Context: an optimization exercise on an open-source flow, tuned for small area, a short achievable clock period and few clock cycles per item. The choices shown serve that exercise and are no tape-out recipe. At most, simulation tests tie the RTL to the original design; equivalence was not proved. Function not checked in run 1: the RTL went through the layout flow alone. Power figures rest on the tool's default switching activity, not on a simulated workload.

$ cat flow/design.v
module hfo_core128 (
    input  wire        clk,
    input  wire        rst,
    input  wire        req,
    input  wire        req_we,
    input  wire [7:0]  req_off,
    input  wire [4:0]  req_size,
    input  wire [63:0] req_wdata,
    output wire        ack,
    output wire        ack_err,
    output wire [63:0] ack_rdata
);
    localparam [7:0] OP_NOP = 8'h00, OP_ADD = 8'h01, OP_SUB = 8'h02,
                     OP_EQ  = 8'h08, OP_NE  = 8'h09, OP_LTU = 8'h0A,
                     OP_LEU = 8'h0B, OP_GTU = 8'h0C, OP_GEU = 8'h0D,
                     OP_AND = 8'h10, OP_OR  = 8'h11, OP_XOR = 8'h12,
                     OP_NOT = 8'h13, OP_SLL = 8'h14, OP_SRL = 8'h15,
                     OP_SRA = 8'h16, OP_ZEXT64 = 8'h18,
                     OP_MUL = 8'h20, OP_MUL64 = 8'h21,
                     OP_DIVU = 8'h30, OP_REMU = 8'h31, OP_DIVS = 8'h32, OP_REMS = 8'h33,
                     OP_NEG = 8'h40, OP_SEXT64 = 8'h41,
                     OP_LTS = 8'h44, OP_LES = 8'h45, OP_GTS = 8'h46, OP_GES = 8'h47,
                     OP_FXADD64 = 8'h60, OP_FXSUB64 = 8'h61, OP_FXMUL64 = 8'h62,
                     OP_FXDIV64 = 8'h63, OP_FXMOD64 = 8'h64, OP_FXNEG64 = 8'h65,
                     OP_FXFROMINT64 = 8'h66,
                     OP_FXMUL128 = 8'h72, OP_FXDIV128 = 8'h73, OP_FXFROMINT128 = 8'h76;
    localparam [1:0] T_NONE = 2'd0, T64 = 2'd1, T96 = 2'd2, T128 = 2'd3;
    reg [127:0] opa, opb, y, z;
    reg         st_c, st_faulted;
    reg [1:0]   st_tier;
    reg [3:0]   st_cause;
    reg         force128;
    reg [31:0]  faultcmd;
    reg [7:0]   pa;
    reg [4:0]   ps;
    reg [63:0]  rdq;
    reg         rv;          
    reg         o_st, o_y0;  
    reg         rgo;         
    reg [7:0]   ta;          
    reg         t8;
    reg         busy;
    reg         ph_e1, ph_e2, ph_st, ph_p1, ph_p2;
    reg [7:0]   opr;
    reg [7:0]   cnt;
    reg [6:0]   sa;
    reg [127:0] r;
    reg         msel;        
    reg         nneg, dneg;
    reg c_xa, c_xcs, c_xr2;                             
    reg c_ya, c_ya12, c_yafn, c_yasx, c_yb, c_ybsx;     
    reg c_yy, c_yr, c_ycs;                              
    reg c_inv;
    reg c_ysum, c_ylog, c_ysh, c_ycmp, c_ydq, c_hxs, c_hxz, c_ywe, c_zwe;
    reg c_land, c_lor, c_lxor, c_lnot, c_lpass;
    reg c_cs, c_ceq, c_clt, c_cinv;
    reg c_ri_y, c_ri_z, c_ri_a, c_ri_az, c_ri_b, c_ri_bz;  
    reg c_left, c_kill, c_fill;
    reg c_re2d, c_re2m, c_rmul, c_rdiv;
    reg c_addc, c_subc;
    reg l_ap, l_a12, l_afn, l_asx, l_azx, l_bp, l_bsx, l_bzx;   
    reg m_zx;                                           
    wire [127:0] A = opa;
    wire [127:0] B = opb;
    wire sz4    = (req_size == 5'd4);
    wire sz8    = (req_size == 5'd8);
    wire acc_ok = (sz4 && req_off[1:0] == 2'b00) ||
                  (sz8 && req_off[2:0] == 3'b000 && req_off[7:6] == 2'b00);
    wire amatch = (req_off == pa) && (req_size == ps);
    assign ack     = req && (req_we ? !busy : (amatch && rgo));
    assign ack_err = !acc_ok;
    assign ack_rdata = o_st ? {56'd0, st_cause, st_tier, st_faulted, st_c} :
                       o_y0 ? y[63:0] : rdq;
    wire wr_ok     = req && req_we && !busy && acc_ok;
    wire is_cmd    = wr_ok && sz4 && (req_off == 8'h40);
    wire is_ctl    = wr_ok && sz4 && (req_off == 8'h48);
    wire is_opw    = wr_ok && (req_off[7:5] == 3'b000);
    wire rd_miss   = req && !req_we && !amatch;
    wire rd_hitnow = req && !req_we && amatch && rgo;
    wire pa_dir    = o_st || o_y0;
    wire rdq_ld    = !busy && ((pa_dir || rv) ? rd_hitnow : 1'b1);
    function [12:0] f_succ;
        input [7:0] a;
        input [4:0] s;
        begin
            f_succ = {a, s};
            if (a == 8'h44 && s == 5'd4)      f_succ = {8'h20, 5'd8};
            else if (s == 5'd8 && a == 8'h20) f_succ = {8'h28, 5'd8};
            else if (s == 5'd8 && a == 8'h28) f_succ = {8'h30, 5'd8};
            else if (s == 5'd8 && a == 8'h30) f_succ = {8'h38, 5'd8};
        end
    endfunction
    wire [31:0] cw  = req_wdata[31:0];
    wire [7:0]  opc = cw[7:0];
    reg opc_known;
    always @* begin
        case (opc)
            OP_NOP, OP_ADD, OP_SUB, OP_EQ, OP_NE, OP_LTU, OP_LEU, OP_GTU, OP_GEU,
            OP_AND, OP_OR, OP_XOR, OP_NOT, OP_SLL, OP_SRL, OP_SRA, OP_ZEXT64,
            OP_MUL, OP_MUL64, OP_DIVU, OP_REMU, OP_DIVS, OP_REMS,
            OP_NEG, OP_SEXT64, OP_LTS, OP_LES, OP_GTS, OP_GES,
            OP_FXADD64, OP_FXSUB64, OP_FXMUL64, OP_FXDIV64, OP_FXMOD64, OP_FXNEG64,
            OP_FXFROMINT64, OP_FXMUL128, OP_FXDIV128, OP_FXFROMINT128:
                opc_known = 1'b1;
            default: opc_known = 1'b0;
        endcase
    end
    wire legal = (cw[31:8] == 24'd0) && opc_known;
    wire b_zero   = (B == 128'd0);
    wire b_lo0    = (B[63:0] == 64'd0);
    wire divzero  = ((opc == OP_DIVU || opc == OP_REMU || opc == OP_DIVS ||
                      opc == OP_REMS || opc == OP_FXDIV128) && b_zero) ||
                    ((opc == OP_FXDIV64 || opc == OP_FXMOD64) && b_lo0);
    wire a_hi0   = (A[127:64] == 64'd0);
    wire b_hi0   = (B[127:64] == 64'd0);
    wire a_m64   = a_hi0 || (A[127:64] == {64{1'b1}} && A[63:0] != 64'd0);
    wire b_m64   = b_hi0 || (B[127:64] == {64{1'b1}} && !b_lo0);
    wire b_u32   = (B[127:32] == 96'd0);
    wire b_m32   = b_u32 || (B[127:32] == {96{1'b1}} && B[31:0] != 32'd0);
    wire n_m64   = (A[115:52] == 64'd0) ||
                   (A[115:52] == {64{1'b1}} && A[51:0] != 52'd0);
    reg [1:0] c_tier;
    always @* begin
        c_tier = T_NONE;
        case (opc)
            OP_MUL:      c_tier = (a_hi0 && b_hi0) ? T64 : T128;
            OP_MUL64:    c_tier = T64;
            OP_FXMUL128: c_tier = (a_m64 && b_m64) ? T64 : T128;
            OP_DIVU, OP_REMU:
                         c_tier = (a_hi0 && b_hi0) ? T64 : b_u32 ? T96 : T128;
            OP_DIVS, OP_REMS:
                         c_tier = (a_m64 && b_m64) ? T64 : b_m32 ? T96 : T128;
            OP_FXDIV128: c_tier = (n_m64 && b_m64) ? T64 : b_m32 ? T96 : T128;
            default:     c_tier = T_NONE;
        endcase
        if (force128 && (opc == OP_MUL || opc == OP_FXMUL128 || opc == OP_DIVU ||
                         opc == OP_REMU || opc == OP_DIVS || opc == OP_REMS ||
                         opc == OP_FXDIV128))
            c_tier = T128;
    end
    wire start = is_cmd && !st_faulted && legal && !divzero && (opc != OP_NOP);
    wire s_dsgn = (opc == OP_DIVS) || (opc == OP_REMS) || (opc == OP_FXDIV64) ||
                  (opc == OP_FXMOD64) || (opc == OP_FXDIV128);
    wire s_fx64 = (opc == OP_FXDIV64) || (opc == OP_FXMOD64);
    wire s_nneg = s_dsgn && ((opc == OP_FXDIV128) ? A[115] :
                             (opc == OP_FXDIV64)  ? A[51]  :
                             (opc == OP_FXMOD64)  ? A[63]  : A[127]);
    wire s_dneg = s_dsgn && (s_fx64 ? B[63] : B[127]);
    wire [127:0] a_l12 = {A[115:0], 12'd0};
    wire [127:0] a_fn  = {{64{A[51]}}, A[51:0], 12'd0};    
    wire [127:0] a_sx  = {{64{A[63]}}, A[63:0]};           
    wire [127:0] a_zx  = {64'd0, A[63:0]};
    wire [127:0] b_sx  = {{64{B[63]}}, B[63:0]};
    wire [127:0] b_zx  = {64'd0, B[63:0]};
    wire [127:0] mcand = {m_zx ? 64'd0 : (msel ? B[127:64] : A[127:64]),
                          msel ? B[63:0] : A[63:0]};
    wire [127:0] cs_a  = {y[125:0], 2'b00};
    wire [127:0] cs_b  = {mcand[126:0], 1'b0} & {128{r[127]}};
    wire [127:0] cs_c  = mcand & {128{r[126]}};
    wire [127:0] cs_s  = cs_a ^ cs_b ^ cs_c;
    wire [127:0] cs_k  = (cs_a & cs_b) | (cs_a & cs_c) | (cs_b & cs_c);
    wire [127:0] ax = ({128{c_xa}}  & A) |
                      ({128{c_xcs}} & cs_s) |
                      ({128{c_xr2}} & {r[126:0], y[127]});
    wire [127:0] ay = ({128{c_ya}}   & A)     | ({128{c_ya12}} & a_l12) |
                      ({128{c_yafn}} & a_fn)  | ({128{c_yasx}} & a_sx)  |
                      ({128{c_yb}}   & B)     | ({128{c_ybsx}} & b_sx)  |
                      ({128{c_yy}}   & y)     | ({128{c_yr}}   & r) |
                      ({128{c_ycs}}  & {cs_k[126:0], 1'b0});
    wire [128:0] sum_full = {1'b0, ax} + {1'b0, ay ^ {128{c_inv}}} + {128'd0, c_inv};
    wire [127:0] sum  = sum_full[127:0];
    wire         cout = sum_full[128];
    wire eq  = (A == B);
    wire ltu = !cout;
    wire lts = (A[127] ^ B[127]) ? A[127] : ltu;
    wire lt  = c_cs ? lts : ltu;
    wire cmpbit = c_cinv ^ ((c_clt && lt) || (c_ceq && eq));
    wire dge = r[127] || cout;
    wire [127:0] lg = ({128{c_land}}  & (A & B)) |
                      ({128{c_lor}}   & (A | B)) |
                      ({128{c_lxor}}  & (A ^ B)) |
                      ({128{c_lnot}}  & ~A) |
                      ({128{c_lpass}} & A);
    wire [127:0] rin = ({128{c_ri_y}}  & y)    | ({128{c_ri_z}}  & z) |
                       ({128{c_ri_a}}  & A)    | ({128{c_ri_az}} & a_zx) |
                       ({128{c_ri_b}}  & B)    | ({128{c_ri_bz}} & b_zx);
    reg [127:0] rot;
    always @* begin
        rot = rin;
        if (sa[0]) rot = {rot[126:0], rot[127]};
        if (sa[1]) rot = {rot[125:0], rot[127:126]};
        if (sa[2]) rot = {rot[123:0], rot[127:124]};
        if (sa[3]) rot = {rot[119:0], rot[127:120]};
        if (sa[4]) rot = {rot[111:0], rot[127:112]};
        if (sa[5]) rot = {rot[95:0],  rot[127:96]};
        if (sa[6]) rot = {rot[63:0],  rot[127:64]};
    end
    wire [127:0] gem = {128{1'b1}} << sa;    
    wire sa0 = (sa == 7'd0);
    wire [127:0] keep = c_left ? (gem & {128{!c_kill}}) : (~gem | {128{sa0}});
    wire fill = c_fill && rin[127];
    wire [127:0] shy = (rot & keep) | ({128{fill}} & ~keep);
    function [7:0] f_lzc;
        input [127:0] x;
        reg [127:0] zf, zn;
        reg [895:0] cf, cn;
        integer l, j;
        begin
            zf = ~x;
            cf = 896'd0;
            for (l = 1; l <= 7; l = l + 1) begin
                zn = 128'd0;
                cn = 896'd0;
                for (j = 0; j < (128 >> l); j = j + 1) begin
                    zn[j] = zf[2*j+1] & zf[2*j];
                    cn[j*7 +: 7] = zf[2*j+1] ? (cf[(2*j)*7 +: 7] | (7'd1 << (l-1)))
                                             : cf[(2*j+1)*7 +: 7];
                end
                zf = zn;
                cf = cn;
            end
            f_lzc = zf[0] ? 8'd128 : {1'b0, cf[6:0]};
        end
    endfunction
    wire [127:0] lza_in = ({128{l_ap}}  & A)    | ({128{l_a12}} & a_l12) |
                          ({128{l_afn}} & a_fn) | ({128{l_asx}} & a_sx) |
                          ({128{l_azx}} & a_zx);
    wire [127:0] lzb_in = ({128{l_bp}}  & B)    | ({128{l_bsx}} & b_sx) |
                          ({128{l_bzx}} & b_zx);
    wire [7:0] lz_a = f_lzc(lza_in ^ {128{nneg}});
    wire [7:0] lz_b = f_lzc(lzb_in ^ {128{dneg}});
    wire [9:0] s_raw = {2'b00, lz_b} - {2'b00, lz_a} + {9'd0, nneg} + 10'd1;
    wire [9:0] t_raw = {2'b00, lz_a} - {2'b00, lz_b} - {9'd0, nneg} - 10'd1;    
    wire       s_le0 = s_raw[9] || (s_raw == 10'd0);
    wire       s_big = !s_raw[9] && (s_raw[8:7] != 2'b00);
    wire [7:0] s_div = s_raw[9] ? 8'd0 : s_big ? 8'd128 : s_raw[7:0];
    wire [6:0] sa_div = (s_big || s_le0) ? 7'd0 : t_raw[6:0];
    wire       a_fewer = (lz_a >= lz_b);
    wire [7:0] lz_max  = a_fewer ? lz_a : lz_b;
    wire [127:0] v = ({128{c_ysum}} & sum) |
                     ({128{c_ylog}} & lg) |
                     ({128{c_ysh}}  & shy) |
                     ({128{c_ydq}}  & {y[126:0], dge}) |
                     {127'd0, c_ycmp && cmpbit};
    wire [127:0] y_nx = {c_hxs ? {64{v[63]}} : (c_hxz ? 64'd0 : v[127:64]), v[63:0]};
    wire [7:0] op = busy ? opr : opc;
    wire d_add   = (op == OP_ADD);
    wire d_sub   = (op == OP_SUB);
    wire d_neg   = (op == OP_NEG);
    wire d_fxadd = (op == OP_FXADD64);
    wire d_fxsub = (op == OP_FXSUB64);
    wire d_fxneg = (op == OP_FXNEG64);
    wire d_ucmp  = (op[7:3] == 5'b00001);
    wire d_scmp  = (op[7:2] == 6'b010001);
    wire d_and   = (op == OP_AND);
    wire d_or    = (op == OP_OR);
    wire d_xor   = (op == OP_XOR);
    wire d_not   = (op == OP_NOT);
    wire d_zext  = (op == OP_ZEXT64);
    wire d_sext  = (op == OP_SEXT64);
    wire d_sll   = (op == OP_SLL);
    wire d_srl   = (op == OP_SRL);
    wire d_sra   = (op == OP_SRA);
    wire d_fi64  = (op == OP_FXFROMINT64);
    wire d_fi128 = (op == OP_FXFROMINT128);
    wire d_mul64 = (op == OP_MUL64);
    wire d_fxm64 = (op == OP_FXMUL64);
    wire d_fxm128= (op == OP_FXMUL128);
    wire d_divu  = (op == OP_DIVU);
    wire d_divs  = (op == OP_DIVS);
    wire d_fxd64 = (op == OP_FXDIV64);
    wire d_fxmod = (op == OP_FXMOD64);
    wire d_fxd128= (op == OP_FXDIV128);
    wire d_mul   = (op == OP_MUL) || d_mul64 || d_fxm64 || d_fxm128;
    wire d_div   = (op[7:2] == 6'b001100) || d_fxd64 || d_fxmod || d_fxd128;
    wire d_m64   = d_mul64 || d_fxm64;
    wire d_d64   = d_fxd64 || d_fxmod;
    wire d_qonly = d_fxd64 || d_fxd128;
    wire d_cmp   = d_ucmp || d_scmp;
    wire [2:0] d_cl = op[2:0];
    reg n_e1, n_e2, n_st, n_p1, n_p2;
    always @* begin
        n_e1 = 1'b0; n_e2 = 1'b0; n_st = 1'b0; n_p1 = 1'b0; n_p2 = 1'b0;
        if (start) begin
            n_e1 = 1'b1;
        end else if (busy && !rst) begin
            if (ph_e1) begin
                n_e2 = d_mul || d_div;
            end else if (ph_e2) begin
                if (cnt != 8'd0) n_st = 1'b1;
                else n_p1 = d_div;
            end else if (ph_st) begin
                if (cnt != 8'd1) n_st = 1'b1;
                else begin
                    n_p1 = d_div || d_fxm64;
                    n_p2 = d_fxm128;
                end
            end else if (ph_p1) begin
                n_p2 = d_divs || d_fxm64;
            end
        end
    end
    wire n_busy = n_e1 || n_e2 || n_st || n_p1 || n_p2;
    wire p_r = !d_qonly;      
    wire        pdir_n;
    reg  [7:0]  pa_n;
    reg  [4:0]  ps_n;
    reg         rv_n;
    always @* begin
        pa_n = pa; ps_n = ps;
        if (rst) begin
            pa_n = 8'h44; ps_n = 5'd4;
        end else if (rd_miss) begin
            pa_n = req_off; ps_n = req_size;
        end else if (rd_hitnow) begin
            {pa_n, ps_n} = f_succ(pa, ps);
        end else if (is_cmd) begin
            pa_n = 8'h44; ps_n = 5'd4;
        end
        if (rst || rd_miss || wr_ok) rv_n = 1'b0;
        else if (rdq_ld)             rv_n = 1'b1;
        else                         rv_n = rv;
    end
    wire st_n = (pa_n == 8'h44) && (ps_n == 5'd4);
    wire y0_n = (pa_n == 8'h20) && (ps_n == 5'd8);
    assign pdir_n = st_n || y0_n;
    wire [12:0] succ_n = f_succ(pa_n, ps_n);
    wire [7:0]  ta_n = (pdir_n || rv_n) ? succ_n[12:5] : pa_n;
    wire        t8_n = (pdir_n || rv_n) ? (succ_n[4:0] == 5'd8) : (ps_n == 5'd8);
    wire        cpend_n = n_e1 && (d_add || d_sub);
    always @(posedge clk) begin
        pa   <= pa_n;
        ps   <= ps_n;
        rv   <= rv_n;
        o_st <= st_n;
        o_y0 <= y0_n;
        rgo  <= (pdir_n || rv_n) && (!n_busy || (st_n && !cpend_n));
        ta   <= ta_n;
        t8   <= t8_n;
        c_xa   <= n_e1 && (d_add || d_sub || d_cmp || d_fxadd || d_fxsub);
        c_xcs  <= n_st && d_mul;
        c_xr2  <= n_st && d_div;
        c_ya   <= n_e1 && (d_neg || d_fxneg || (d_div && !d_fxd128 && !d_d64));
        c_ya12 <= n_e1 && d_fxd128;
        c_yafn <= n_e1 && d_fxd64;
        c_yasx <= n_e1 && d_fxmod;
        c_yb   <= (n_e1 && (d_add || d_sub || d_cmp || d_fxadd || d_fxsub)) ||
                  (n_st && d_div && !d_d64);
        c_ybsx <= n_st && d_div && d_d64;
        c_yy   <= (n_p1 && d_div && !p_r) || (n_p2 && d_div);
        c_yr   <= n_p1 && d_div && p_r;
        c_ycs  <= n_st && d_mul;
        c_inv  <= (n_e1 && (d_sub || d_cmp || d_fxsub || d_neg || d_fxneg || (d_div && s_nneg))) ||
                  (n_st && d_div && !dneg) ||
                  (n_p1 && d_div && (p_r ? nneg : (nneg ^ dneg))) ||
                  (n_p2 && d_div && (nneg ^ dneg));
        c_ysum <= (n_e1 && (d_add || d_sub || d_neg || d_fxadd || d_fxsub || d_fxneg || d_div)) ||
                  (n_st && d_mul) || ((n_p1 || n_p2) && d_div);
        c_ylog <= n_e1 && (d_and || d_or || d_xor || d_not || d_zext || d_sext);
        c_land <= n_e1 && d_and;
        c_lor  <= n_e1 && d_or;
        c_lxor <= n_e1 && d_xor;
        c_lnot <= n_e1 && d_not;
        c_lpass <= n_e1 && (d_zext || d_sext);
        c_ycmp <= n_e1 && d_cmp;
        c_cs   <= d_scmp;
        c_ceq  <= d_ucmp ? (d_cl == 3'd0 || d_cl == 3'd1 || d_cl == 3'd3 || d_cl == 3'd4)
                         : (d_cl[0] ^ d_cl[1]);
        c_clt  <= d_ucmp ? (d_cl >= 3'd2) : 1'b1;
        c_cinv <= d_ucmp ? (d_cl == 3'd1 || d_cl == 3'd4 || d_cl == 3'd5)
                         : d_cl[1];
        c_ysh  <= (n_e1 && (d_sll || d_srl || d_sra || d_fi64 || d_fi128)) ||
                  (n_e2 && d_div) || ((n_p1 || n_p2) && d_mul);
        c_ydq  <= n_st && d_div;
        c_hxs  <= (n_e1 && (d_fxadd || d_fxsub || d_fxneg || d_sext || d_fi64)) ||
                  ((n_p1 || n_p2) && d_d64);
        c_hxz  <= n_e1 && d_zext;
        c_ywe  <= n_busy && !(n_p1 && (d_divu || d_divs));
        c_zwe  <= n_p1 && (d_divu || d_divs);
        c_addc <= n_e1 && d_add;
        c_subc <= n_e1 && d_sub;
        if (n_busy) begin
            c_ri_y  <= (n_e2 && d_div) || ((n_p1 || n_p2) && d_mul);
            c_ri_z  <= 1'b0;
            c_ri_a  <= (n_e1 && (d_sll || d_srl || d_sra || d_fi64 || d_fi128)) ||
                       (n_e2 && d_mul && !d_m64 && a_fewer);
            c_ri_az <= n_e2 && d_mul && d_m64 && a_fewer;
            c_ri_b  <= n_e2 && d_mul && !d_m64 && !a_fewer;
            c_ri_bz <= n_e2 && d_mul && d_m64 && !a_fewer;
        end else begin
            c_ri_y  <= (ta_n[5:4] == 2'd2);
            c_ri_z  <= (ta_n[5:4] == 2'd3);
            c_ri_a  <= (ta_n[5:4] == 2'd0);
            c_ri_az <= 1'b0;
            c_ri_b  <= (ta_n[5:4] == 2'd1);
            c_ri_bz <= 1'b0;
        end
        c_left <= (n_e1 && (d_sll || d_fi64 || d_fi128)) || n_e2 || (n_p1 && d_mul);
        c_kill <= n_e2 && d_div && s_le0;
        c_fill <= (n_e1 && d_sra) || (n_p2 && d_mul);
        c_re2d <= n_e2 && d_div;
        c_re2m <= n_e2 && d_mul;
        c_rmul <= n_st && d_mul;
        c_rdiv <= n_st && d_div;
        if (n_e1)
            sa <= d_sll ? B[6:0] : (d_srl || d_sra) ? (7'd0 - B[6:0]) : 7'd12;
        else if (n_e2)
            sa <= d_div ? sa_div : {lz_max[6:1], 1'b0};
        else if (n_p1)
            sa <= 7'd64;
        else if (n_p2)
            sa <= d_fxm128 ? 7'd116 : 7'd52;
        else if (!n_busy)
            sa <= {2'd0 - ta_n[3:2], 5'd0};
    end
    always @(posedge clk) begin
        if (start) begin
            opr   <= opc;
            nneg  <= s_nneg;
            dneg  <= s_dneg;
            l_ap  <= (opc == OP_MUL) || (opc == OP_FXMUL128) || (opc == OP_DIVU) ||
                     (opc == OP_REMU) || (opc == OP_DIVS) || (opc == OP_REMS);
            l_a12 <= (opc == OP_FXDIV128);
            l_afn <= (opc == OP_FXDIV64);
            l_asx <= (opc == OP_FXMOD64);
            l_azx <= (opc == OP_MUL64) || (opc == OP_FXMUL64);
            l_bp  <= (opc == OP_MUL) || (opc == OP_FXMUL128) || (opc == OP_DIVU) ||
                     (opc == OP_REMU) || (opc == OP_DIVS) || (opc == OP_REMS) ||
                     (opc == OP_FXDIV128);
            l_bsx <= s_fx64;
            l_bzx <= (opc == OP_MUL64) || (opc == OP_FXMUL64);
            m_zx  <= (opc == OP_MUL64) || (opc == OP_FXMUL64);
        end
        if (ph_e1) begin
            msel <= a_fewer;
            if (d_div) cnt <= s_div;
            else       cnt <= 8'd64 - {1'b0, lz_max[7:1]};    
        end
        if (ph_st) cnt <= cnt - 8'd1;
        if (c_re2d)      r <= rot & ~keep;
        else if (c_re2m) r <= shy;
        else if (c_rmul) r <= {r[125:0], 2'b00};
        else if (c_rdiv) r <= dge ? sum : ax;
        if (rdq_ld) begin
            if (ta[7:6] == 2'b00) rdq <= {t8 ? rot[63:32] : 32'd0, rot[31:0]};
            else if (ta == 8'h48) rdq <= {63'd0, force128};
            else if (ta == 8'h4C) rdq <= {32'd0, faultcmd};
            else                  rdq <= 64'd0;
        end
    end
    always @(posedge clk) begin
        if (rst) begin
            opa <= 128'd0; opb <= 128'd0; y <= 128'd0; z <= 128'd0;
            st_c <= 1'b0; st_faulted <= 1'b0; st_tier <= T_NONE; st_cause <= 4'd0;
            force128 <= 1'b0; faultcmd <= 32'd0;
            busy <= 1'b0;
            ph_e1 <= 1'b0; ph_e2 <= 1'b0; ph_st <= 1'b0; ph_p1 <= 1'b0; ph_p2 <= 1'b0;
        end else begin
            busy  <= n_busy;
            ph_e1 <= n_e1; ph_e2 <= n_e2; ph_st <= n_st; ph_p1 <= n_p1; ph_p2 <= n_p2;
            if (c_ywe) y <= y_nx;
            if (c_zwe) z <= sum;
            if (c_addc) st_c <= cout;
            if (c_subc) st_c <= !cout;
            if (is_opw) begin
                if (sz8) begin
                    if (req_off[4]) opb[64*req_off[3] +: 64] <= req_wdata;
                    else            opa[64*req_off[3] +: 64] <= req_wdata;
                end else begin
                    if (req_off[4]) opb[32*req_off[3:2] +: 32] <= req_wdata[31:0];
                    else            opa[32*req_off[3:2] +: 32] <= req_wdata[31:0];
                end
            end
            if (is_ctl) begin
                if (req_wdata[1]) begin
                    opa <= 128'd0; opb <= 128'd0; y <= 128'd0; z <= 128'd0;
                    st_c <= 1'b0; st_faulted <= 1'b0; st_tier <= T_NONE;
                    st_cause <= 4'd0; force128 <= 1'b0; faultcmd <= 32'd0;
                end else begin
                    force128 <= req_wdata[0];
                end
            end
            if (is_cmd && !st_faulted) begin
                if (!legal) begin
                    st_faulted <= 1'b1;
                    st_cause   <= 4'd2;
                    faultcmd   <= cw;
                end else if (divzero) begin
                    st_faulted <= 1'b1;
                    st_cause   <= 4'd1;
                    faultcmd   <= cw;
                end else begin
                    st_c    <= 1'b0;
                    st_tier <= c_tier;
                end
            end
        end
    end
endmodule
$ cat flow/run.sh
#!/bin/bash
# synth_recipe.tcl (not shown) runs the flow's synth.tcl, then flattens the netlist and writes it again
# the make line also repeats each setting of config.mk as NAME=value (left out here)
make -C /OpenROAD-flow-scripts/flow DESIGN_CONFIG=/design/flow/config.mk WORK_HOME=/design/flow/orfs CLKGATE_MAP_FILE= SYNTH_SCRIPT=/design/flow/synth_recipe.tcl finish
$ cat flow/config.mk
export PLATFORM = sky130hd
export DESIGN_NAME = hfo_core128
export DESIGN_NICKNAME = hfo_core128
export VERILOG_FILES = /design/flow/design.v
export SDC_FILE = /design/flow/constraint.sdc
export NUM_CORES = 4
export LEC_CHECK = 0
export CAP_MARGIN = 20
export CORE_MARGIN = 2
export CORE_UTILIZATION = 45
export GPL_ROUTABILITY_DRIVEN = 1
export PLACE_DENSITY = 0.6
export SETUP_SLACK_MARGIN = 4.5
export SLEW_MARGIN = 20
$ cat flow/constraint.sdc
create_clock -name core_clock -period 10.0 [get_ports {clk}]
set_input_delay 2.0000 -clock core_clock [delete_from_list [all_inputs] [get_ports {clk}]]
set_output_delay 2.0000 -clock core_clock [all_outputs]
set_load 0.01 [all_outputs]
==> impl_metrics.toml, run 1 <==
[grt]
gr-usage-all-layers_pct = 68.5
grt_overflow = 3
grt_max_degree = 148

[logic_synthesis]
synthCells = 14200
netlist-cell-type-count = 100
synth.largest_area_cell = "dfxtp_1"
synth_enable_flop_cells = 225
synth_fp_nets = 14800
post-synth-top-count-cell = "nand2_1"
synth_top_cell_area_share_pct = 12.1
postSynthAreaPerCell_sq_um = 7.34
ys_seq_elements = 851
ys.flop_type = "dfxtp_1"
synth_warnings = 1
synthArstFlopShare_pct = 0
synth_common_cells = "nand2_1 (1923), o21ai_0 (1303), clkbuf_1 (1181)"
yosysSeqAreaShare_pct = 18.6
synth_area_leaders = "dfxtp_1 (12%), nand2_1 (6.9%), edfxtp_1 (6.5%), o21ai_0 (6.3%), mux2i_1 (6.0%)"
synth_area_sq_um = 104000

[floorplan]
io_pins = 147
die_h_microns = 485
die_w_microns = 485
initial_core_util_pct = 45.2
row_count = 176

[status]
status = "did not finish"
toolErrorMsg = "[ERROR GRT-0232] Routing congestion too high. Check the congestion heatmap in the GUI."
lastStage = "global routing"

[clock_network]
hold_buffers = 0
clock_sinks = 851
h-tree-depth = 3
cts.path.max_buffers = 3
ctsRootBufferMaster = "clkbuf_16"
cts_made_buffers = 111

[placement]
hpwlAfterDp_mm = 597
dp_slack_ns = 1.29
globalplace.congestion = 1.26
io_buffers = 146
-- how the worst max path moves through the flow --
stage	from	to	slack, ns	cells after the start
after detailed placement	r[127]	r[108]	1.29	22
after global placement	msel	r[68]	1.27	20
after floorplan	l_azx	sa[1]	4.50	31
after CTS	msel	r[114]	3.99	22
-- logic make-up after synthesis --
kind of cell / count (synthesis) / synth area share, %
buffers and inverters: 2027 / 7.69
flip-flops: 851 / 18.6
adder cells (fa/ha/maj): 547 / 7.51
AO/OA/AOI/OAI: 5296 / 33.9
AND/OR/NAND/NOR: 4156 / 17.6
XOR/XNOR: 295 / 2.49
multiplexers: 991 / 12.3
-- power groups by stage --
stage	registers [W]	clock network, W	logic [W]
CTS	0.00364	0.00437	0.00213
floorplan	0.00368	0	0.000994
global placement	0.00371	0	0.00207
detailed placement	0.00371	0	0.00209
-- per-layer routing --
layer  overflow  global-route usage (%)
met1          0                    71.9
met2          0                    81.6
met3          2                    52.8
met4          1                    64.6
met5          0                    34.1
-- repair_timing --
item	in CTS
pin swaps	200
cloned	47
setup buffers	265
resized for setup	958
endpoints found under the setup margin	587
-- through the flow --
step,power (W),instances,hold WS [ns],cell area [sq um],utilization [%]
global placement,0.00579,16500,0.441,109000,47.3
detailed placement,0.00581,16500,0.447,109000,47.3
floorplan,0.00468,14200,0.425,104000,-
CTS,0.0101,17000,0.452,120000,52.2
==> run 2: changes to the inputs <==
--- a/flow/design.v
+++ b/flow/design.v
@@ -42,3 +42,3 @@
     reg         busy;
-    reg         ph_e1, ph_e2, ph_st, ph_p1, ph_p2;
+    reg         ph_e1, ph_e2, ph_st, ph_pc, ph_p1, ph_p2;
     reg [7:0]   opr;
@@ -47,2 +47,3 @@
     reg [127:0] r;
+    reg         r_s;         
     reg         msel;        
@@ -52,3 +53,6 @@
     reg c_yy, c_yr, c_ycs;                              
-    reg c_inv;
+    reg c_ybg, c_ybsxg;                                 
+    reg c_xr;                                           
+    reg c_sgb, c_sgb63;                                 
+    reg c_inv, c_invx;                                  
     reg c_ysum, c_ylog, c_ysh, c_ycmp, c_ydq, c_hxs, c_hxz, c_ywe, c_zwe;
@@ -58,5 +62,5 @@
     reg c_left, c_kill, c_fill;
-    reg c_re2d, c_re2m, c_rmul, c_rdiv;
+    reg c_re2d, c_re2m, c_rmul, c_rdiv, c_rpc;
     reg c_addc, c_subc;
-    reg l_ap, l_a12, l_afn, l_asx, l_azx, l_bp, l_bsx, l_bzx;   
+    reg [7:0] lz_a, lz_b;                               
     reg m_zx;                                           
@@ -154,7 +158,11 @@
     wire [127:0] b_zx  = {64'd0, B[63:0]};
-    wire [127:0] mcand = {m_zx ? 64'd0 : (msel ? B[127:64] : A[127:64]),
-                          msel ? B[63:0] : A[63:0]};
+    wire gb1 = msel && r[127], ga1 = !msel && r[127];
+    wire gb0 = msel && r[126], ga0 = !msel && r[126];
+    wire gb1h = gb1 && !m_zx, ga1h = ga1 && !m_zx;
+    wire gb0h = gb0 && !m_zx, ga0h = ga0 && !m_zx;
     wire [127:0] cs_a  = {y[125:0], 2'b00};
-    wire [127:0] cs_b  = {mcand[126:0], 1'b0} & {128{r[127]}};
-    wire [127:0] cs_c  = mcand & {128{r[126]}};
+    wire [127:0] cs_b  = {({63{gb1h}} & B[126:64]) | ({63{ga1h}} & A[126:64]),
+                          ({64{gb1}}  & B[63:0])   | ({64{ga1}}  & A[63:0]), 1'b0};
+    wire [127:0] cs_c  = {({64{gb0h}} & B[127:64]) | ({64{ga0h}} & A[127:64]),
+                          ({64{gb0}}  & B[63:0])   | ({64{ga0}}  & A[63:0])};
     wire [127:0] cs_s  = cs_a ^ cs_b ^ cs_c;
@@ -163,2 +171,3 @@
                       ({128{c_xcs}} & cs_s) |
+                      ({128{c_xr}}  & r) |
                       ({128{c_xr2}} & {r[126:0], y[127]});
@@ -168,8 +177,12 @@
                       ({128{c_yy}}   & y)     | ({128{c_yr}}   & r) |
-                      ({128{c_ycs}}  & {cs_k[126:0], 1'b0});
-    wire [128:0] sum_full = {1'b0, ax} + {1'b0, ay ^ {128{c_inv}}} + {128'd0, c_inv};
+                      ({128{c_ycs}}  & {cs_k[126:0], 1'b0}) |
+                      ({128{c_ybg && r_s}} & B) | ({128{c_ybsxg && r_s}} & b_sx);
+    wire ax128 = c_xr2 && r[127];
+    wire ay128 = (c_sgb && B[127]) || (c_sgb63 && B[63]);
+    wire inv   = c_inv ^ (c_invx && r_s);
+    wire [128:0] sum_full = {ax128, ax} + ({ay128, ay} ^ {129{inv}}) + {128'd0, inv};
     wire [127:0] sum  = sum_full[127:0];
-    wire         cout = sum_full[128];
+    wire         s128 = sum_full[128];    
     wire eq  = (A == B);
-    wire ltu = !cout;
+    wire ltu = s128;
     wire lts = (A[127] ^ B[127]) ? A[127] : ltu;
@@ -177,3 +190,3 @@
     wire cmpbit = c_cinv ^ ((c_clt && lt) || (c_ceq && eq));
-    wire dge = r[127] || cout;
+    wire dge = !s128;
     wire [127:0] lg = ({128{c_land}}  & (A & B)) |
@@ -224,2 +237,11 @@
     endfunction
+    wire l_ap  = (opc == OP_MUL) || (opc == OP_FXMUL128) || (opc == OP_DIVU) ||
+                 (opc == OP_REMU) || (opc == OP_DIVS) || (opc == OP_REMS);
+    wire l_a12 = (opc == OP_FXDIV128);
+    wire l_afn = (opc == OP_FXDIV64);
+    wire l_asx = (opc == OP_FXMOD64);
+    wire l_azx = (opc == OP_MUL64) || (opc == OP_FXMUL64);
+    wire l_bp  = l_ap || l_a12;
+    wire l_bsx = s_fx64;
+    wire l_bzx = l_azx;
     wire [127:0] lza_in = ({128{l_ap}}  & A)    | ({128{l_a12}} & a_l12) |
@@ -229,4 +251,4 @@
                           ({128{l_bzx}} & b_zx);
-    wire [7:0] lz_a = f_lzc(lza_in ^ {128{nneg}});
-    wire [7:0] lz_b = f_lzc(lzb_in ^ {128{dneg}});
+    wire [7:0] lz_a_c = f_lzc(lza_in ^ {128{s_nneg}});
+    wire [7:0] lz_b_c = f_lzc(lzb_in ^ {128{s_dneg}});
     wire [9:0] s_raw = {2'b00, lz_b} - {2'b00, lz_a} + {9'd0, nneg} + 10'd1;
@@ -270,2 +292,5 @@
     wire d_divs  = (op == OP_DIVS);
+    wire d_remu  = (op == OP_REMU);
+    wire d_rems  = (op == OP_REMS);
+    wire d_dsgn  = d_divs || d_rems || d_fxd64 || d_fxmod || d_fxd128;
     wire d_fxd64 = (op == OP_FXDIV64);
@@ -280,5 +305,5 @@
     wire [2:0] d_cl = op[2:0];
-    reg n_e1, n_e2, n_st, n_p1, n_p2;
+    reg n_e1, n_e2, n_st, n_pc, n_p1, n_p2;
     always @* begin
-        n_e1 = 1'b0; n_e2 = 1'b0; n_st = 1'b0; n_p1 = 1'b0; n_p2 = 1'b0;
+        n_e1 = 1'b0; n_e2 = 1'b0; n_st = 1'b0; n_pc = 1'b0; n_p1 = 1'b0; n_p2 = 1'b0;
         if (start) begin
@@ -290,3 +315,6 @@
                 if (cnt != 8'd0) n_st = 1'b1;
-                else n_p1 = d_div;
+                else begin
+                    n_pc = d_div && !d_qonly;
+                    n_p1 = d_div && d_qonly;
+                end
             end else if (ph_st) begin
@@ -294,5 +322,8 @@
                 else begin
-                    n_p1 = d_div || d_fxm64;
+                    n_pc = d_div && !d_qonly;
+                    n_p1 = (d_div && d_qonly) || d_fxm64;
                     n_p2 = d_fxm128;
                 end
+            end else if (ph_pc) begin
+                n_p1 = d_divs || d_rems || d_fxmod;
             end else if (ph_p1) begin
@@ -302,3 +333,3 @@
     end
-    wire n_busy = n_e1 || n_e2 || n_st || n_p1 || n_p2;
+    wire n_busy = n_e1 || n_e2 || n_st || n_pc || n_p1 || n_p2;
     wire p_r = !d_qonly;      
@@ -342,2 +373,8 @@
         c_xr2  <= n_st && d_div;
+        c_xr   <= n_pc;
+        c_ybg  <= n_pc && !d_d64;
+        c_ybsxg <= n_pc && d_d64;
+        c_sgb  <= n_st && d_div && d_dsgn && !d_d64;
+        c_sgb63 <= n_st && d_div && d_d64;
+        c_invx <= (n_st && d_div) || (n_pc && dneg);
         c_ya   <= n_e1 && (d_neg || d_fxneg || (d_div && !d_fxd128 && !d_d64));
@@ -357,3 +394,3 @@
         c_ysum <= (n_e1 && (d_add || d_sub || d_neg || d_fxadd || d_fxsub || d_fxneg || d_div)) ||
-                  (n_st && d_mul) || ((n_p1 || n_p2) && d_div);
+                  (n_st && d_mul) || ((n_pc || n_p1 || n_p2) && d_div);
         c_ylog <= n_e1 && (d_and || d_or || d_xor || d_not || d_zext || d_sext);
@@ -377,4 +414,4 @@
         c_hxz  <= n_e1 && d_zext;
-        c_ywe  <= n_busy && !(n_p1 && (d_divu || d_divs));
-        c_zwe  <= n_p1 && (d_divu || d_divs);
+        c_ywe  <= n_busy && !(n_pc && !d_remu) && !(n_p1 && d_divs);
+        c_zwe  <= (n_pc && d_divu) || (n_p1 && d_divs);
         c_addc <= n_e1 && d_add;
@@ -404,2 +441,3 @@
         c_rdiv <= n_st && d_div;
+        c_rpc  <= n_pc && (d_divs || d_rems || d_fxmod);
         if (n_e1)
@@ -420,13 +458,4 @@
             dneg  <= s_dneg;
-            l_ap  <= (opc == OP_MUL) || (opc == OP_FXMUL128) || (opc == OP_DIVU) ||
-                     (opc == OP_REMU) || (opc == OP_DIVS) || (opc == OP_REMS);
-            l_a12 <= (opc == OP_FXDIV128);
-            l_afn <= (opc == OP_FXDIV64);
-            l_asx <= (opc == OP_FXMOD64);
-            l_azx <= (opc == OP_MUL64) || (opc == OP_FXMUL64);
-            l_bp  <= (opc == OP_MUL) || (opc == OP_FXMUL128) || (opc == OP_DIVU) ||
-                     (opc == OP_REMU) || (opc == OP_DIVS) || (opc == OP_REMS) ||
-                     (opc == OP_FXDIV128);
-            l_bsx <= s_fx64;
-            l_bzx <= (opc == OP_MUL64) || (opc == OP_FXMUL64);
+            lz_a  <= lz_a_c;
+            lz_b  <= lz_b_c;
             m_zx  <= (opc == OP_MUL64) || (opc == OP_FXMUL64);
@@ -442,3 +471,5 @@
         else if (c_rmul) r <= {r[125:0], 2'b00};
-        else if (c_rdiv) r <= dge ? sum : ax;
+        else if (c_rdiv || c_rpc) r <= sum;
+        if (c_re2d)      r_s <= 1'b0;
+        else if (c_rdiv) r_s <= s128;
         if (rdq_ld) begin
@@ -456,10 +487,9 @@
             busy <= 1'b0;
-            ph_e1 <= 1'b0; ph_e2 <= 1'b0; ph_st <= 1'b0; ph_p1 <= 1'b0; ph_p2 <= 1'b0;
+            ph_e1 <= 1'b0; ph_e2 <= 1'b0; ph_st <= 1'b0; ph_pc <= 1'b0; ph_p1 <= 1'b0; ph_p2 <= 1'b0;
         end else begin
             busy  <= n_busy;
-            ph_e1 <= n_e1; ph_e2 <= n_e2; ph_st <= n_st; ph_p1 <= n_p1; ph_p2 <= n_p2;
+            ph_e1 <= n_e1; ph_e2 <= n_e2; ph_st <= n_st; ph_pc <= n_pc; ph_p1 <= n_p1; ph_p2 <= n_p2;
             if (c_ywe) y <= y_nx;
             if (c_zwe) z <= sum;
-            if (c_addc) st_c <= cout;
-            if (c_subc) st_c <= !cout;
+            if (c_addc || c_subc) st_c <= s128;
             if (is_opw) begin
--- a/flow/config.mk
+++ b/flow/config.mk
@@ -9,5 +9,5 @@
 export CORE_MARGIN = 2
-export CORE_UTILIZATION = 45
+export CORE_UTILIZATION = 55
 export GPL_ROUTABILITY_DRIVEN = 1
-export PLACE_DENSITY = 0.6
+export PLACE_DENSITY = 0.7
 export SETUP_SLACK_MARGIN = 4.5
==> run 2 against run 1 <==
Compared with the run above:
- the run again fails in global routing
- area after synthesis down 2.8%
- synthesized cell count down 5.2%
==> impl_metrics.toml, run 2 <==
[grt]
gr-usage-all-layers_pct = 76.6
grt_max_degree = 134
grt_overflow = 5

[logic_synthesis]
synth.largest_area_cell = "dfxtp_1"
netlist-cell-type-count = 103
synthCells = 13400
synth_warnings = 1
ys_seq_elements = 869
synth_area_sq_um = 101000
synth_top_cell_area_share_pct = 12.6
synth_fp_nets = 14100
synthArstFlopShare_pct = 0
synth_area_leaders = "dfxtp_1 (13%), edfxtp_1 (7.0%), mux2i_1 (6.3%), a21oi_1 (6.1%), nand2_1 (5.9%)"
yosysSeqAreaShare_pct = 19.5
synth_common_cells = "nand2_1 (1599), a21oi_1 (1226), o21ai_0 (1142)"
postSynthAreaPerCell_sq_um = 7.53
ys.flop_type = "dfxtp_1"
synth_enable_flop_cells = 235
post-synth-top-count-cell = "nand2_1"

[placement]
globalplace.congestion = 1.29
dp.cells = 15100
dp_slack_ns = 1.84
hpwlAfterDp_mm = 512
io_buffers = 146

[clock_network]
h-tree-depth = 3
ctsRootBufferMaster = "clkbuf_16"
clock_sinks = 869
cts_made_buffers = 106
cts.path.max_buffers = 3

[status]
status = "did not finish"
toolErrorMsg = "[ERROR GRT-0232] Routing congestion too high. Check the congestion heatmap in the GUI."
lastStage = "global routing"

[floorplan]
die_w_microns = 433
die_h_microns = 433
initial_core_util_pct = 55.3
row_count = 157
io_pins = 147
==> run 2: power groups by stage <==
stage	registers, W	clock network, W	logic (W)
floorplan	0.00375	0	0.000846
global placement	0.00378	0	0.00159
detailed placement	0.00378	0	0.00161
CTS	0.00371	0.00416	0.00166
==> run 2: metal layers <==
layer / GRT overflow / track usage [%]
met1: 0 / 79.1
met2: 1 / 87.9
met3: 4 / 65.7
met4: 0 / 69.7
met5: 0 / 47.3
==> run 2: per-stage QoR <==
| step | instance area [sq um] | hold WS, ns | utilization (%) | total power [W] |
|---|---|---|---|---|
| global placement | 105000 | 0.449 | 57.2 | 0.00537 |
| detailed placement | 105000 | 0.452 | 57.2 | 0.00540 |
| floorplan | 101000 | 0.428 | - | 0.00460 |
| CTS | 114000 | 0.465 | 62.2 | 0.00953 |
==> run 2: cell families after synthesis <==
family,synth area share [%]
flip-flops,19.5
AND/OR/NAND/NOR,16.6
AO/OA/AOI/OAI,33.6
buffers and inverters,7.18
multiplexers,12.8
adder cells (fa/ha/maj),7.72
XOR/XNOR,2.59
==> run 2: what timing repair did <==
| action | 4_1_cts |
|---|---|
| cloned | 24 |
| hold endpoints to repair | 0 |
| pin swaps | 174 |
| hold buffers | 0 |
| resized for setup | 839 |
| setup buffers | 197 |
| setup endpoints to repair | 662 |
==> run 2: worst min path at each step <==
stage,from,end,slack [ns],cells past startpoint
after detailed placement,z[123],z[123],0.45,2
after CTS,z[123],z[123],0.46,2
after floorplan,st_c,st_c,0.43,2
after global placement,z[123],z[123],0.45,2
Testbench counts of run 2, summed over its fixed seeds: cycles 49,257, commands 3,200.
==> run 3: changes to the inputs <==
--- a/flow/design.v
+++ b/flow/design.v
@@ -57,4 +57,4 @@
     reg c_inv, c_invx;                                  
-    reg c_ysum, c_ylog, c_ysh, c_ycmp, c_ydq, c_hxs, c_hxz, c_ywe, c_zwe;
-    reg c_land, c_lor, c_lxor, c_lnot, c_lpass;
+    reg c_ysum, c_ysh, c_ycmp, c_ydq, c_hxs, c_hxz, c_ywe, c_zwe;
+    reg [3:0] c_lt;                                     
     reg c_cs, c_ceq, c_clt, c_cinv;
@@ -182,5 +182,24 @@
     wire inv   = c_inv ^ (c_invx && r_s);
-    wire [128:0] sum_full = {ax128, ax} + ({ay128, ay} ^ {129{inv}}) + {128'd0, inv};
-    wire [127:0] sum  = sum_full[127:0];
-    wire         s128 = sum_full[128];    
+    wire [127:0] ayi = ay ^ {128{inv}};
+    reg  [127:0] pg_g, pg_p, pg_gn, pg_pn;
+    integer pi, pl;
+    always @* begin
+        pg_g = ax & ayi;
+        pg_p = ax ^ ayi;
+        pg_g[0] = pg_g[0] | (pg_p[0] & inv);
+        for (pl = 0; pl < 7; pl = pl + 1) begin
+            pg_gn = pg_g;
+            pg_pn = pg_p;
+            for (pi = 0; pi < 128; pi = pi + 1) begin
+                if (((pi >> pl) & 1) == 1) begin
+                    pg_gn[pi] = pg_g[pi] | (pg_p[pi] & pg_g[((pi >> pl) << pl) - 1]);
+                    pg_pn[pi] = pg_p[pi] & pg_p[((pi >> pl) << pl) - 1];
+                end
+            end
+            pg_g = pg_gn;
+            pg_p = pg_pn;
+        end
+    end
+    wire [127:0] sum  = ax ^ ayi ^ {pg_g[126:0], inv};
+    wire         s128 = ax128 ^ ay128 ^ inv ^ pg_g[127];
     wire eq  = (A == B);
@@ -191,7 +210,8 @@
     wire dge = !s128;
-    wire [127:0] lg = ({128{c_land}}  & (A & B)) |
-                      ({128{c_lor}}   & (A | B)) |
-                      ({128{c_lxor}}  & (A ^ B)) |
-                      ({128{c_lnot}}  & ~A) |
-                      ({128{c_lpass}} & A);
+    reg [127:0] lg;
+    integer li;
+    always @* begin
+        for (li = 0; li < 128; li = li + 1)
+            lg[li] = c_lt[{A[li], B[li]}];
+    end
     wire [127:0] rin = ({128{c_ri_y}}  & y)    | ({128{c_ri_z}}  & z) |
@@ -262,3 +282,3 @@
     wire [127:0] v = ({128{c_ysum}} & sum) |
-                     ({128{c_ylog}} & lg) |
+                     lg |
                      ({128{c_ysh}}  & shy) |
@@ -395,8 +415,6 @@
                   (n_st && d_mul) || ((n_pc || n_p1 || n_p2) && d_div);
-        c_ylog <= n_e1 && (d_and || d_or || d_xor || d_not || d_zext || d_sext);
-        c_land <= n_e1 && d_and;
-        c_lor  <= n_e1 && d_or;
-        c_lxor <= n_e1 && d_xor;
-        c_lnot <= n_e1 && d_not;
-        c_lpass <= n_e1 && (d_zext || d_sext);
+        c_lt[3] <= n_e1 && (d_and || d_or || d_zext || d_sext);
+        c_lt[2] <= n_e1 && (d_or || d_xor || d_zext || d_sext);
+        c_lt[1] <= n_e1 && (d_or || d_xor || d_not);
+        c_lt[0] <= n_e1 && d_not;
         c_ycmp <= n_e1 && d_cmp;
--- a/flow/config.mk
+++ b/flow/config.mk
@@ -9,5 +9,5 @@
 export CORE_MARGIN = 2
-export CORE_UTILIZATION = 55
+export CORE_UTILIZATION = 35
 export GPL_ROUTABILITY_DRIVEN = 1
-export PLACE_DENSITY = 0.7
+export PLACE_DENSITY = 0.5
 export SETUP_SLACK_MARGIN = 4.5
==> run 3 against run 2 <==
Compared with the run above:
- the run now finishes clean
- synthesized cell count is 9.8% lower
- area after synthesis is 7.0% lower
==> impl_metrics.toml, run 3 <==
[status]
status = "finished clean"

[logic_synthesis]
synth_enable_flop_cells = 235
synthArstFlopShare_pct = 0
synth_warnings = 1
synth_common_cells = "nand2_1 (1450), o21ai_0 (1001), clkbuf_1 (991)"
synth_top_family_by_area = "compound AO/OA/AOI/OAI gates"
postSynthAreaPerCell_sq_um = 7.76
yosysSeqAreaShare_pct = 21.0
synth-xor-area-share_pct = 3.54
synth.largest_area_cell = "dfxtp_1"
yosys.area_share.adder_pct = 5.01
synth_fp_nets = 12500
post-synth-top-count-cell = "nand2_1"
synth_area_sq_um = 94000
ys.flop_type = "dfxtp_1"
synth_compound_area_share_pct = 31.7
synth-simple-area-share_pct = 16.5
synthMuxAreaShare_pct = 15.7
netlist-cell-type-count = 108
synth_top_cell_area_share_pct = 13.5
synth_area_leaders = "dfxtp_1 (13%), edfxtp_1 (7.5%), mux4_2 (7.2%), mux2i_1 (7.1%), nand2_1 (5.8%)"
ys_seq_elements = 867
synthCells = 12100

[clock_network]
cts_tree = "built"
clkTransAtPathRegs_ns = 0.06
clk_latency_ns = 0.96
hold_buffers = 0
clock_sinks = 867
cts.path.max_buffers = 4
ctsRootBufferMaster = "clkbuf_16"
h-tree-depth = 3
cts_made_buffers = 122

[detailed_routing]
routed_wl_mm = 762
firstDrtPassIters = 17
drtAntennaViolNets = 0
dr_total_vias = 118000
drt-initial-drc-count = 22800
drc = 0
viasPerCell = 7.52
drt-wirelength-per-cell_microns = 48.5

[power_and_ir_drop]
finalPower_w = 0.0107
p_int_w = 0.00689
seq_power_share_pct = 34.4
power.density_nw_per_um2 = 95.0
power_frac_comb_pct = 21.2
ir_worst_vdd_mv = 0.159
power.leakage_nw = 41.5
sw_frac_of_total_pct = 35.7
switchingPower_w = 0.00383
clkPwrFrac_pct = 44.4

[min_path]
worstHoldStart = "z[125]"
hold_class = "flip-flop to flip-flop"
hold_depth = 2
whs_endpoint = "z[125]"

[critical_path]
rrSetupSlack_ns = 3.55
cp-start-kind = "flip-flop"
crit_slowest_cell = "o211ai_1"
end_kind = "flip-flop"
worstSetupPathType = "flip-flop to flip-flop"
cp.required_ns = 10.83
r2r_start = "opa[25]"
reg2reg_depth = 24
cp_max_fo = 6
crit_path_max_incr_delay_ns = 0.84
timing.rr.end = "y[0]"
crit_chain = "buf_4, mux2i_2, nor2b_1, fa_1, a22oi_1, nand2_1, ha_1, a21oi_2, o21ai_1, o21ai_2, buf_6, a31oi_4, o2111ai_4, buf_6, a211oi_4, buf_6, a21boi_4, buf_12, o211ai_1, xnor2_2, a31oi_1, o21ai_1, xnor2_1, o21ai_1"
arrival_ns = 7.28

[timing]
fin_worst_skew_ns = 0.0919
period_needed_ns = 6.45
slew_headroom_pct = 7.53
rsz0062_at_grt = "yes"
max_freq_ghz = 0.155
finalHoldViolCount = 0
min_period_over_period_pct = 64.5
hold_ws_ns = 0.472
worstMarginPinSlew_ns = 1.38
drv_slew = 0
final-setup-viol-count = 0
tns_ns = 0

[layout]
layout.nets = 12400
finalNonFillerCells = 15700
final_util_pct = 42.2
drive_gt1_share_pct = 19.5
final_cell_mix = "nand2_1 (1420), o21ai_0 (928), nor2_1 (904)"
fillers = 27200
syn2layout_area_growth_pct = 20.0
final_common_cell = "nand2_1"

[placement]
dp.cells = 15100
hpwlAfterDp_mm = 550
globalplace.congestion = 1.06
io_buffers = 146

[grt]
gr-usage-all-layers_pct = 53.5
antenna_found_initial = 84
grt_pass1_wl_mm = 998
grt_overflow = 0
grt_max_degree = 137
grt_pass1_vias = 107000

[floorplan]
core_area_sq_um = 267000
row_count = 190
die_h_microns = 522
initial_core_util_pct = 35.1
die_w_microns = 522
io_pins = 147
dieArea_sq_um = 273000

[flow_run]
drv_cap = 0
-- run 3: cell count changes after synthesis, sizes merged, moves of 73 or more --
cell    previous run  this run
clkbuf          1137       991
nand2           1600      1452
o21ai           1163      1021
nand4            174       101
mux4             221       299
a21oi           1226       981
ha               419       162
a221oi           159        76
inv              451       229
-- run 3: worst max-delay path by stage --
stage          startpoint  depth (start not counted)      to
2_1_floorplan  req_off[3]                         13   sa[6]
3_3_place_gp       r[127]                         21    y[0]
3_5_place_dp       c_ya12                         23    y[0]
4_1_cts              msel                         24    y[0]
5_1_grt              msel                         32  y[125]
6_report          opa[25]                         24    y[0]
-- run 3: metal layers --
layer	global-route usage, %	up-vias	share of wire, %	wire, microns
met2	71.1	11000	38	291000
li1	-	45500	-	-
met3	25.9	3051	15	118000
met5	2.74	-	0.23	1780
met4	47.6	46	11	84700
met1	62.6	58600	35	267000
-- run 3: area by class of cell --
class / instances / area (sq um) / share of cell area (%)
inverter: 232 / 957 / 0.849
sequential: 867 / 19800 / 17.6
multi-input combinational: 9673 / 72700 / 64.5
clock inverter: 48 / 548 / 0.486
timing repair buffer: 1112 / 10600 / 9.41
clock buffer: 175 / 3560 / 3.16
tap: 3552 / 4440 / 3.94
antenna: 70 / 175 / 0.155
-- run 3: logic make-up after synthesis --
family | Yosys count
AO/OA/AOI/OAI | 4416
AND/OR/NAND/NOR | 3494
buffers and inverters | 1576
multiplexers | 1083
flip-flops | 867
XOR/XNOR | 380
adder cells (fa/ha/maj) | 296
-- run 3: metrics by stage --
| stage | worst slack (ns) | area, sq um |
|---|---|---|
| after detailed placement | 1.92 | 100000 |
| after CTS | 4.03 | 110000 |
| final | 3.55 | 113000 |
| after global placement | 0.489 | 99900 |
| after floorplan | 4.53 | 94000 |
| after global routing | 3.58 | 113000 |
-- run 3: critical path: cells and delay by family (launching register included) --
kind / cells / cell delay, ns
XOR/XNOR: 2 / 0.44
AO/OA/AOI/OAI: 12 / 2.71
adder cells (fa/ha/maj): 2 / 0.80
flip-flops: 1 / 0.78
buffers and inverters: 5 / 1.12
multiplexers: 1 / 0.15
AND/OR/NAND/NOR: 2 / 0.28
-- run 3: power by group through the flow --
stage | logic, W | registers (W) | clock network [W]
2_1_floorplan | 0.000907 | 0.00375 | 0
6_report | 0.00227 | 0.00369 | 0.00476
4_1_cts | 0.00209 | 0.00369 | 0.00471
3_5_place_dp | 0.00202 | 0.00376 | 0
5_1_grt | 0.00223 | 0.00369 | 0.00483
3_3_place_gp | 0.00200 | 0.00376 | 0
-- run 3: timing repair --
action                                  CTS  global route
hold endpoints to repair                  0             0
setup buffers                           188           115
pin swaps                               190           169
endpoints found under the setup margin  594           343
cloned                                   29             3
gates resized for setup                 709           367
Testbench counts of run 3, summed over its fixed seeds: cycles 49,257, commands 3,200.

-- static timing again, ports no longer ideal --
How much do the figures lean on ideal ports? The routed layout below was timed once more, with nothing changed but the port constraints.
Step 1 (the two cells are an assumption about what drives the block):
set clk [get_ports {clk}]
set_driving_cell -lib_cell sky130_fd_sc_hd__clkbuf_16 $clk
set_driving_cell -lib_cell sky130_fd_sc_hd__buf_2 [delete_from_list [all_inputs] $clk]
Step 2 times the ports against the registers' clock, not the clock port: input delays grow and output delays shrink by t, the midpoint of the rising clock arrivals with the driver on.
Slacks: ideal ports / drivers / drivers and shift; pairs: ideal ports / drivers.
run: run 3
t, ns: 1.036
setup slack, ns: 3.549 / 3.549 / 3.458
worst setup path at the end: input to register
latest minus earliest clock arrival (ns): 0.092 / 0.092
pins driven straight from the clock port: 1
After both steps run 3 still meets setup and hold. For run 3, drivers alone change the setup slack by 0.000 ns; drivers and shift together by -0.091 ns.
